What follows belongs to an exercise in optimizing a design on an open flow for small area; a production flow would make more cautious choices.
Only simulation tests tie the RTL to the original design; equivalence was not proved.
No activity file was given, so power comes from the tool's default toggle rates. No driver is modelled on the clock port, so clocking that relies on it looks cheaper here than on a real chip.

==> inputs of try-yarrow <==
Design gbp_tef, start of the top module:
module gbp_tef (
    input  wire        clk,
    input  wire        rst,
    input  wire        cmd_valid,
    input  wire [31:0] cmd_word,
    output wire        cmd_ready,
    output wire        rd_valid,
    output reg  [15:0] rd_data,
    output wire        tx_valid,
    output reg  [7:0]  tx_data,
    input  wire        rx_valid,
    input  wire        rx_fail,
    input  wire [7:0]  rx_data
);
clock: 15.0 ns
lec_check: 0
cap_margin: 20
core_margin: 2
core_utilization: 45
place_density: 0.6
slew_margin: 20
standard.sh (not shown) runs the stock make flow with config.mk's settings and CLKGATE_MAP_FILE= SYNTH_SCRIPT=/design/flow/synth_recipe.tcl, a recipe that flattens the netlist after the stock synthesis.
==> flow/flow/run.sh <==
#!/bin/bash
# Layout flow: the standard ORFS flow, with two changes made through ORFS's own
# variables: the clock tree is built without dummy loads and with small sink clusters
# (about 30 flip-flops within 60 um per leaf buffer), and the port buffers use the
# smallest buffer cell.
set -euo pipefail
export CTS_ARGS="-sink_clustering_enable -repair_clock_nets -dont_use_dummy_load -sink_clustering_size 30 -sink_clustering_max_diameter 60"
export BUFFER_PORTS_ARGS="-buffer_cell sky130_fd_sc_hd__buf_1"
bash standard.sh finish > orfs_flow.log 2>&1
==> try-umber: changes against try-yarrow <==
--- a/flow/design.v
+++ b/flow/design.v
@@ -39,14 +39,15 @@
     wire [4:0] tr     = {tr_hi, tr0};
     reg [2:0]  cst;
     reg [2:0]  fk;
     reg [1:0]  fst;
     reg [10:0] cnt;                 
     reg        txv;
     reg [7:0]  txd;                 
+    reg [7:0]  t1;                  
     reg        rdv;
     reg        rdcb;
     reg [5119:0] ring;
     reg [4:0]    ph_tc;
     reg [4:0]    ph_hi;
     wire         ph_last = (ph_tc == 5'd19);
     wire [7:0]   head = ring[5119:5112];
@@ -307,17 +308,17 @@
                                     fst <= F_TRL;
                                     txv <= 1'b1;
                                 end
                             end
                         end
                         default: begin
                             cnt <= cnt + 11'd1;
-                            if (cnt[1:0] == 2'd2) txd <= rx_data;
+                            if (cnt[1:0] == 2'd2) t1 <= rx_data;
                             if (cnt[1:0] == 2'd3) begin
-                                rsp1 <= txd;
+                                rsp1 <= t1;
                                 rsp2 <= rx_data;
                                 txv  <= 1'b0;
                                 cst  <= C_RDY;
                                 case (fk)
                                     K_INIT:  seq <= S_DATA;
                                     K_DATA: begin
                                         chunk <= chunk_inc;
==> flow/run.sh (new file) <==
#!/bin/bash
# synth_recipe.tcl (not shown) runs the flow's synth.tcl, then flattens the netlist and writes it again
# the make line also repeats each setting of config.mk as NAME=value (left out here)
make -C /OpenROAD-flow-scripts/flow DESIGN_CONFIG=/design/flow/config.mk WORK_HOME=/design/flow/orfs CLKGATE_MAP_FILE= SYNTH_SCRIPT=/design/flow/synth_recipe.tcl finish
removed: flow/flow/run.sh
removed: flow/standard.sh
==> impl_summary.log <==
[metrics] wire length of the first global-routing pass: 241000 µm
[metrics] vias in the first global route: 41100
[metrics] number of levels in the clock H-tree: 4
[metrics] RR Startpoint: cnt[1]$_DFFE_PP_
[metrics] CP Capture Point: rd_data[6]
[metrics] post-route design area: ~0.12 mm²
[metrics] sequential cell count: 5253
[metrics] clock tree buffer count of the final layout: 221
[metrics] register area share after synthesis: 93.8%
[metrics] Die X: 504 µm
[metrics] signal arrival time at the worst endpoint: 4.11 ns
[metrics] result of the run: complete, no violations
[metrics] routability congestion estimate from global placement: 0.812
[metrics] non-clk buf share: 0.414%
[metrics] worst hold path endpoint: ring[4895]$_DFF_P_
[metrics] wire length after detailed routing: 153000 µm
(the above is from try-yarrow)
==> impl_summary.log <==
[metrics] routability congestion estimate from global placement: 0.821
[metrics] sequential cell count: 5261
[metrics] wire length of the first global-routing pass: 257000 µm
[metrics] result of the run: complete, no violations
[metrics] clock tree buffer count of the final layout: 660
[metrics] die boundary height: 504 µm
[metrics] signal arrival time at the worst endpoint: 4.87 ns
[metrics] RR Startpoint: cnt[0]$_DFFE_PP_
[metrics] vias in the first global route: roughly 45000
[metrics] non-clk buf share: less than 1%
[metrics] CP Capture Point: tx_data[2]
[metrics] number of levels in the clock H-tree: 5
(the above is from try-umber)

---

==> inputs of run G <==
Another version of the RTL of gbp_tef (not shown whole).
==> flow/design.v (excerpt) <==
module gbp_tef (
    input  wire        clk,
    input  wire        rst,
    input  wire        cmd_valid,
    input  wire [31:0] cmd_word,
    output wire        cmd_ready,
    output wire        rd_valid,
    output reg  [15:0] rd_data,
    output wire        tx_valid,
    output reg  [7:0]  tx_data,
    input  wire        rx_valid,
    input  wire        rx_fail,
    input  wire [7:0]  rx_data
);
Settings: LEC_CHECK=0, CAP_MARGIN=20, CORE_MARGIN=2, CORE_UTILIZATION=55, PLACE_DENSITY=0.75, SLEW_MARGIN=20; clock period 15.0 ns.
==> flow/flow/run.sh <==
#!/bin/bash
# Layout flow: the standard ORFS flow with three changes.
#  1. After the standard synthesis, the combinational logic is mapped again by ABC
#     with an area-oriented script (flow/area.abc); every flip-flop instance of the
#     standard synthesis is kept as it is (same name, same cell).
#  2. The clock tree is built without dummy loads and with small sink clusters (at
#     most 30 flip-flops within 80 um per leaf buffer).
#  3. The port buffers use the smallest buffer cell.
# Each tool's output goes to a log file of its own in this folder.
set -euo pipefail
here=$(pwd)
export CTS_ARGS="-sink_clustering_enable -repair_clock_nets -dont_use_dummy_load -sink_clustering_size 30 -sink_clustering_max_diameter 80"
export BUFFER_PORTS_ARGS="-buffer_cell sky130_fd_sc_hd__buf_1"
res=$here/orfs/results/sky130hd/gbp_tef/base
lib=$FLOW_HOME/platforms/sky130hd/lib/sky130_fd_sc_hd__tt_025C_1v80.lib
yosys_bin=$(command -v yosys || echo "$FLOW_HOME/../tools/install/yosys/bin/yosys")

bash standard.sh synth > orfs_synth.log 2>&1

# The platform's dont-use cells, from its config.mk
dont_use=$(sed -n '/^export DONT_USE_CELLS/,/^#/p' "$FLOW_HOME/platforms/sky130hd/config.mk" \
  | grep -o 'sky130_fd_sc_hd__[a-z0-9_]*' | sed 's/^/-dont_use /' | tr '\n' ' ')
seq_cells=$(grep -oE '^\s*sky130_fd_sc_hd__[a-z0-9_]+' "$res/1_2_yosys.v" | sort -u \
  | grep -E '__(e?s?df|dl|sdf|conb)' | tr '\n' ' ')
cp "$res/1_2_yosys.v" "$here/standard_1_2_yosys.v"
cat > "$here/resynth.ys" <<EOS
read_liberty -ignore_miss_func $lib
read_verilog $here/standard_1_2_yosys.v
hierarchy -top gbp_tef
setattr -mod -set keep_hierarchy 1 $seq_cells
flatten
opt_clean
abc -liberty $lib -script $here/flow/area.abc $dont_use
opt_clean -purge
splitnets
hilomap -singleton -hicell sky130_fd_sc_hd__conb_1 HI -locell sky130_fd_sc_hd__conb_1 LO
insbuf -buf sky130_fd_sc_hd__buf_4 A X
opt_clean -purge
rename -hide w:*.*
select gbp_tef
tee -o $here/resynth_stat.txt stat -liberty $lib
write_verilog -noattr -noexpr -nohex -nodec -selected $here/resynth_1_2_yosys.v
EOS
"$yosys_bin" -s "$here/resynth.ys" > resynth.log 2>&1
# the flip-flops must be exactly those of the standard synthesis
diff <(grep -oE '^\s*sky130_fd_sc_hd__[a-z0-9_]+ \S+' "$here/standard_1_2_yosys.v" | grep -E "$(echo $seq_cells | tr ' ' '|')" | sort) \
     <(grep -oE '^\s*sky130_fd_sc_hd__[a-z0-9_]+ \S+' "$here/resynth_1_2_yosys.v" | grep -E "$(echo $seq_cells | tr ' ' '|')" | sort) > resynth_regs.diff
cp "$here/resynth_1_2_yosys.v" "$res/1_2_yosys.v"
touch "$res/1_2_yosys.v"

bash standard.sh finish > orfs_flow.log 2>&1
==> flow/flow/area.abc <==
strash
dch
amap
strash
dch
amap
topo
==> inputs of run R, as changes to run G <==
--- a/flow/flow/run.sh
+++ b/flow/flow/run.sh
@@ -2,13 +2,13 @@
 # Layout flow: the standard ORFS flow with three changes.
 #  1. After the standard synthesis, the combinational logic is mapped again by ABC
-#     with an area-oriented script (flow/area.abc); every flip-flop instance of the
+#     with an area-oriented script (flow/area.abc, with a time-limited deep resynthesis); every flip-flop instance of the
 #     standard synthesis is kept as it is (same name, same cell).
 #  2. The clock tree is built without dummy loads and with small sink clusters (at
-#     most 30 flip-flops within 80 um per leaf buffer).
+#     most 32 flip-flops within 130 um per leaf buffer).
 #  3. The port buffers use the smallest buffer cell.
 # Each tool's output goes to a log file of its own in this folder.
 set -euo pipefail
 here=$(pwd)
-export CTS_ARGS="-sink_clustering_enable -repair_clock_nets -dont_use_dummy_load -sink_clustering_size 30 -sink_clustering_max_diameter 80"
+export CTS_ARGS="-sink_clustering_enable -repair_clock_nets -dont_use_dummy_load -sink_clustering_size 32 -sink_clustering_max_diameter 130"
 export BUFFER_PORTS_ARGS="-buffer_cell sky130_fd_sc_hd__buf_1"
 res=$here/orfs/results/sky130hd/gbp_tef/base
@@ -31,5 +31,5 @@
 flatten
 opt_clean
-abc -liberty $lib -script $here/flow/area.abc $dont_use
+abc -liberty $lib -script $here/flow/area.abc $dont_use gbp_tef
 opt_clean -purge
 splitnets
==> flow/flow/area.abc (replaced) <==
strash
&get -n
&deepsyn -T 150 -S 1
&put
dch
amap
strash
dch
amap
topo
==> inputs of run E, as changes to run G <==
==> flow/flow/run.sh (replaced) <==
#!/bin/bash
# Layout flow: the standard ORFS flow, with two changes made through ORFS's own
# variables: the clock tree is built without dummy loads and with small sink clusters
# (at most 30 flip-flops within 80 um per leaf buffer), and the port buffers use the
# smallest buffer cell.
set -euo pipefail
export CTS_ARGS="-sink_clustering_enable -repair_clock_nets -dont_use_dummy_load -sink_clustering_size 30 -sink_clustering_max_diameter 80"
export BUFFER_PORTS_ARGS="-buffer_cell sky130_fd_sc_hd__buf_1"
bash standard.sh finish > orfs_flow.log 2>&1
removed: flow/flow/area.abc
==> results.txt <==
- The highest die area belongs to run E, the lowest to run R.
- In sequential power, run G and run E hardly differ.
- Of run R and run E, run R has the higher sequential share of layout area (gap 1.7 points).
- Sequential cell count is the same in run E and run G.

## afterwards: timing with drivers on the ports
How much do the figures lean on ideal ports? The routed layouts below were timed once more, with nothing changed but the port constraints. Step 1 sets driving cells, clkbuf_16 on the clock port and buf_2 on the other inputs (assumed; they add their load-dependent delay and slew). Step 2 moves the port delays by t, midway between the first and last clock arrival at a register: inputs arrive t later, outputs are due t later. That takes back most of the time a late clock gives input paths. Three values: ideal ports, drivers, drivers and shift; two values: the first two.
run	t, ns	slack for setup (ns)	worst setup path after step 2	clock arrival spread, ns	cell pins on the clock port's net
try-yarrow	0.894	7.888 / 7.799 / 7.965	input to register	0.156 / 0.156	1
try-umber	1.036	7.128 / 7.045 / 7.544	input to register	0.153 / 0.153	1
run G	0.894	6.588 / 6.643 / 5.748	input to register	0.133 / 0.133	1
run R	0.889	6.948 / 6.871 / 7.754	input to register	0.092 / 0.093	1
run E	0.884	7.616 / 7.539 / 8.278	input to register	0.133 / 0.132	1
After both steps every run listed still meets setup and hold. The setup slack of run G, which loses most, moves by +0.055 ns with the drivers and by -0.840 ns with both steps.
